Background: an optimization exercise with open tools, aiming at small area, a short achievable clock period and few clock cycles. Do not read the settings as production practice. The RTL was checked by simulation tests, not by an equivalence proof against the original design.

==> module cvr_seed, before the edit <==
module cvr_seed (
    input  wire         clk,
    input  wire         rst,        
    input  wire         start,      
    input  wire [3:0]   key_len,    
    input  wire [63:0]  key,        
    output wire         busy,
    output reg          t_valid,    
    output reg  [3:0]   t_idx,      
    output wire [143:0] t_val,      
    output wire         ovf         
);
    localparam W  = 146;            
    localparam WA = 130;            
    localparam [1:0] S_IDLE = 2'd0,
                     S_SQ   = 2'd1,
                     S_FOLD = 2'd2;
    reg [1:0]    state;
    reg          busy_r;
    reg [127:0]  x;         
    reg [128:0]  tp;        
    reg [15:0]   d;         
    reg [WA-1:0] as, ac;    
    reg          cin;       
    reg [15:0]   od;        
    reg [15:0]   of;        
    reg [2:0]    k;         
    reg [4:0]    lr;        
    reg [16:0]   lh;        
    reg [7:0]    pe;        
    reg [14:1]   li;        
    assign busy  = busy_r;
    assign t_val = {15'd0, tp};
    assign ovf   = 1'b0;
    integer i;
    reg [63:0] key_mask;
    always @(*) begin
        for (i = 0; i < 8; i = i + 1)
            key_mask[8*i +: 8] = (i < key_len) ? 8'hff : 8'h00;
    end
    wire [63:0] p = key & key_mask;
    reg [4:0] sig_len;
    always @(*) begin
        sig_len = 5'd0;
        for (i = 0; i < 16; i = i + 1)
            if (x[8*i +: 8] != 8'd0)
                sig_len = i[4:0] + 5'd1;
    end
    wire [4:0] len  = (k == 3'd0) ? sig_len : lr;
    wire       last = ({k, 1'b0} + 4'd2 >= len);
    wire       odd  = len[0];
    reg [W-1:0] inj;
    always @(*) begin
        inj = {W{1'b0}};
        inj[0] = cin;
        for (i = 1; i < 15; i = i + 1)
            if (li[i]) inj[8*i +: 16] = od;
    end
    reg [W-1:0] pp [0:15];
    always @(*) begin
        for (i = 0; i < 16; i = i + 1)
            pp[i] = {{(W-128){1'b0}}, x & {128{d[i]}}} << i;
    end
    function [2*W-1:0] csa(input [W-1:0] a, input [W-1:0] b, input [W-1:0] c);
        csa = {(a & b | a & c | b & c) << 1, a ^ b ^ c};
    endfunction
    wire [W-1:0] sa = {{(W-WA){1'b0}}, as};
    wire [W-1:0] sc = {{(W-WA){1'b0}}, ac};
    wire [W-1:0] a0, a1, a2, a3, a4, a5, a6, a7, a8, a9, a10, a11;
    assign {a1,  a0}  = csa(pp[0],  pp[1],  pp[2]);
    assign {a3,  a2}  = csa(pp[3],  pp[4],  pp[5]);
    assign {a5,  a4}  = csa(pp[6],  pp[7],  pp[8]);
    assign {a7,  a6}  = csa(pp[9],  pp[10], pp[11]);
    assign {a9,  a8}  = csa(pp[12], pp[13], pp[14]);
    assign {a11, a10} = csa(pp[15], sa,     sc);
    wire [W-1:0] b0, b1, b2, b3, b4, b5, b6, b7;
    assign {b1, b0} = csa(a0, a1, a2);
    assign {b3, b2} = csa(a3, a4, a5);
    assign {b5, b4} = csa(a6, a7, a8);
    assign {b7, b6} = csa(a9, a10, a11);
    wire [W-1:0] c0, c1, c2, c3, c4, c5;
    assign {c1, c0} = csa(b0, b1, b2);
    assign {c3, c2} = csa(b3, b4, b5);
    assign {c5, c4} = csa(b6, b7, inj);
    wire [W-1:0] d0, d1, d2, d3;
    assign {d1, d0} = csa(c0, c1, c2);
    assign {d3, d2} = csa(c3, c4, c5);
    wire [W-1:0] e0, e1;
    assign {e1, e0} = csa(d0, d1, d2);
    wire [W-1:0] vs, vc;
    assign {vc, vs} = csa(e0, e1, d3);
    wire [16:0] lows   = {1'b0, vs[15:0]} + {1'b0, vc[15:0]};
    wire [8:0]  lowlo  = {1'b0, vs[7:0]}  + {1'b0, vc[7:0]};
    wire [8:0]  lowhi  = lows[16:8];
    wire         sh8   = last & odd;
    wire [WA-1:0] nas  = sh8 ? vs[WA+7:8] : vs[W-1:16];
    wire [WA-1:0] nac  = sh8 ? vc[WA+7:8] : vc[W-1:16];
    wire          ncin = sh8 ? lowlo[8]   : lowhi[8];
    reg  [WA-1:0] f3;
    always @(*) begin
        f3 = {WA{1'b0}};
        for (i = 0; i < 8; i = i + 1)
            if (pe[i]) f3[16*i +: 16] = of;
    end
    wire [WA-1:0] fs = as ^ ac ^ f3;
    wire [WA-1:0] fc = {(as & ac | as & f3 | ac & f3), 1'b0};
    wire [WA-1:0] tpx = {1'b0, tp};
    wire [WA-1:0] hs = as ^ ac ^ tpx;
    wire [WA-1:0] hc = {(as & ac | as & tpx | ac & tpx), 1'b0};
    wire [WA-1:0] gs = hs ^ hc ^ f3;
    wire [WA-1:0] gc = {(hs & hc | hs & f3 | hc & f3), 1'b0};
    wire [WA:0]   tw = {fs, 1'b1} + {fc, cin};
    wire [WA:0]   ew = {gs, 1'b1} + {gc, cin};
    wire [WA-1:0] t = tw[WA:1];
    wire [WA-1:0] e = ew[WA:1];
    always @(posedge clk) begin
        if (rst) begin
            state   <= S_IDLE;
            busy_r  <= 1'b0;
            t_valid <= 1'b0;
        end else begin
            t_valid <= 1'b0;
            case (state)
                S_IDLE: begin
                    if (start) begin
                        state  <= S_SQ;
                        busy_r <= 1'b1;
                    end
                end
                S_SQ: begin
                    if (last) state <= S_FOLD;
                end
                S_FOLD: begin
                    t_valid <= 1'b1;
                    if (t_idx == 4'd8) begin
                        state  <= S_IDLE;
                        busy_r <= 1'b0;
                    end else begin
                        state  <= S_SQ;
                    end
                end
                default: begin
                    state  <= S_IDLE;
                    busy_r <= 1'b0;
                end
            endcase
        end
    end
    always @(posedge clk) begin
        case (state)
            S_SQ: begin
                as  <= nas;
                ac  <= nac;
                cin <= ncin;
                od  <= {lowhi[7:0], lowlo[7:0]};
                if (last) of <= {sh8 ? 8'd0 : lowhi[7:0], lowlo[7:0]};
                if (k == 3'd0) begin
                    lr <= sig_len;
                    for (i = 0; i < 17; i = i + 1) lh[i] <= (sig_len == i);
                    for (i = 0; i < 8; i = i + 1) pe[i] <= (sig_len == 2*i + 1) || (sig_len == 2*i + 2);
                    for (i = 1; i < 15; i = i + 1) li[i] <= (sig_len == i + 2);
                end
                d   <= (k == 3'd7) ? 16'd0 : x[16*(k+1) +: 16];
                k   <= k + 3'd1;
            end
            S_FOLD: begin
                tp    <= t[128:0];
                x     <= e[127:0];
                d     <= e[15:0];
                as    <= {WA{1'b0}};
                ac    <= {WA{1'b0}};
                cin   <= 1'b0;
                od    <= 16'd0;
                li    <= 14'd0;
                k     <= 3'd0;
                t_idx <= t_idx + 4'd1;
            end
            default: begin
                x     <= {64'd0, p};
                tp    <= {65'd0, p};
                d     <= p[15:0];
                as    <= {WA{1'b0}};
                ac    <= {WA{1'b0}};
                cin   <= 1'b0;
                od    <= 16'd0;
                li    <= 14'd0;
                k     <= 3'd0;
                t_idx <= 4'd0;
            end
        endcase
    end
endmodule
make LEC_CHECK=0 CAP_MARGIN=50 CORE_MARGIN=2 CORE_UTILIZATION=30 SLEW_MARGIN=60 finish   # period 20.0 ns
run.sh (not shown) runs the stock make flow with config.mk's settings and CLKGATE_MAP_FILE= SYNTH_SCRIPT=/design/flow/synth_recipe.tcl, a recipe that flattens the netlist after the stock synthesis.
Testbench counts at the start, summed over its fixed seeds: cycles 48,298.
Then changed:
--- a/flow/design.v
+++ b/flow/design.v
@@ -21,16 +21,14 @@
     reg [128:0]  tp;        
     reg [15:0]   d;         
     reg [WA-1:0] as, ac;    
     reg          cin;       
     reg [15:0]   od;        
-    reg [15:0]   of;        
     reg [2:0]    k;         
     reg [4:0]    lr;        
     reg [16:0]   lh;        
     reg [7:0]    pe;        
-    reg [14:1]   li;        
     assign busy  = busy_r;
     assign t_val = {15'd0, tp};
     assign ovf   = 1'b0;
     integer i;
     reg [63:0] key_mask;
@@ -52,11 +50,11 @@
     reg [W-1:0] inj;
     always @(*) begin
         inj = {W{1'b0}};
         inj[0] = cin;
         for (i = 1; i < 15; i = i + 1)
-            if (li[i]) inj[8*i +: 16] = od;
+            if (k != 3'd0 && lh[i + 2]) inj[8*i +: 16] = od;
     end
     reg [W-1:0] pp [0:15];
     always @(*) begin
         for (i = 0; i < 16; i = i + 1)
             pp[i] = {{(W-128){1'b0}}, x & {128{d[i]}}} << i;
@@ -87,22 +85,24 @@
     assign {d3, d2} = csa(c3, c4, c5);
     wire [W-1:0] e0, e1;
     assign {e1, e0} = csa(d0, d1, d2);
     wire [W-1:0] vs, vc;
     assign {vc, vs} = csa(e0, e1, d3);
-    wire [16:0] lows   = {1'b0, vs[15:0]} + {1'b0, vc[15:0]};
     wire [8:0]  lowlo  = {1'b0, vs[7:0]}  + {1'b0, vc[7:0]};
-    wire [8:0]  lowhi  = lows[16:8];
+    wire [8:0]  lowh0  = {1'b0, vs[15:8]} + {1'b0, vc[15:8]};
+    wire [9:0]  lowh1w = {1'b0, vs[15:8], 1'b1} + {1'b0, vc[15:8], 1'b1};
+    wire [8:0]  lowh1  = lowh1w[9:1];
+    wire [8:0]  lowhi  = lowlo[8] ? lowh1 : lowh0;
     wire         sh8   = last & odd;
     wire [WA-1:0] nas  = sh8 ? vs[WA+7:8] : vs[W-1:16];
     wire [WA-1:0] nac  = sh8 ? vc[WA+7:8] : vc[W-1:16];
     wire          ncin = sh8 ? lowlo[8]   : lowhi[8];
     reg  [WA-1:0] f3;
     always @(*) begin
         f3 = {WA{1'b0}};
         for (i = 0; i < 8; i = i + 1)
-            if (pe[i]) f3[16*i +: 16] = of;
+            if (pe[i]) f3[16*i +: 16] = od;
     end
     wire [WA-1:0] fs = as ^ ac ^ f3;
     wire [WA-1:0] fc = {(as & ac | as & f3 | ac & f3), 1'b0};
     wire [WA-1:0] tpx = {1'b0, tp};
     wire [WA-1:0] hs = as ^ ac ^ tpx;
@@ -150,17 +150,15 @@
         case (state)
             S_SQ: begin
                 as  <= nas;
                 ac  <= nac;
                 cin <= ncin;
-                od  <= {lowhi[7:0], lowlo[7:0]};
-                if (last) of <= {sh8 ? 8'd0 : lowhi[7:0], lowlo[7:0]};
+                od  <= {sh8 ? 8'd0 : lowhi[7:0], lowlo[7:0]};
                 if (k == 3'd0) begin
                     lr <= sig_len;
                     for (i = 0; i < 17; i = i + 1) lh[i] <= (sig_len == i);
                     for (i = 0; i < 8; i = i + 1) pe[i] <= (sig_len == 2*i + 1) || (sig_len == 2*i + 2);
-                    for (i = 1; i < 15; i = i + 1) li[i] <= (sig_len == i + 2);
                 end
                 d   <= (k == 3'd7) ? 16'd0 : x[16*(k+1) +: 16];
                 k   <= k + 3'd1;
             end
             S_FOLD: begin
@@ -169,11 +167,10 @@
                 d     <= e[15:0];
                 as    <= {WA{1'b0}};
                 ac    <= {WA{1'b0}};
                 cin   <= 1'b0;
                 od    <= 16'd0;
-                li    <= 14'd0;
                 k     <= 3'd0;
                 t_idx <= t_idx + 4'd1;
             end
             default: begin
                 x     <= {64'd0, p};
@@ -181,11 +178,10 @@
                 d     <= p[15:0];
                 as    <= {WA{1'b0}};
                 ac    <= {WA{1'b0}};
                 cin   <= 1'b0;
                 od    <= 16'd0;
-                li    <= 14'd0;
                 k     <= 3'd0;
                 t_idx <= 4'd0;
             end
         endcase
     end
Outcome:
- utilization stays flat
- fmax came out lower by 8.4%
- first-iteration DRC count came out lower by 11%
- sequential share of layout area barely changes
- register-to-register slack loses 620 ps
- worst setup slack loses 620 ps
- routed wire length came out lower by 6.4%
- die area came out lower by 1.6%
- non-clock buffer count came out higher by 12
Testbench counts after the change, summed over its fixed seeds: cycles 48,298.

[re-timing with driven ports]
The flow's constraints put no driver on any port. The routed layouts listed below were extracted and timed again, unchanged, in two steps. Step 1 assumes that a clkbuf_16 drives the clock port and a buf_2 every other input. Step 2 moves the port delays by t, midway between the first and last clock arrival at a register: inputs arrive t later, outputs are due t later. That takes back most of the time a late clock gives input paths. a / b / c = ideal / step 1 / step 2; a / b = the first two.
| run | t (ns) | slack for setup (ns) | slew at the worst register clock pin (ns) | worst data-port slew with drivers (ns) | pins driven straight from the clock port |
|---|---|---|---|---|---|
| the first run | 0.878 | 13.182 / 13.182 / 13.182 | 0.08 / 0.08 | 0.04 | 1 |
| the second run | 0.834 | 12.560 / 12.560 / 12.560 | 0.09 / 0.09 | 0.19 | 1 |
After both steps every run listed still meets setup and hold.
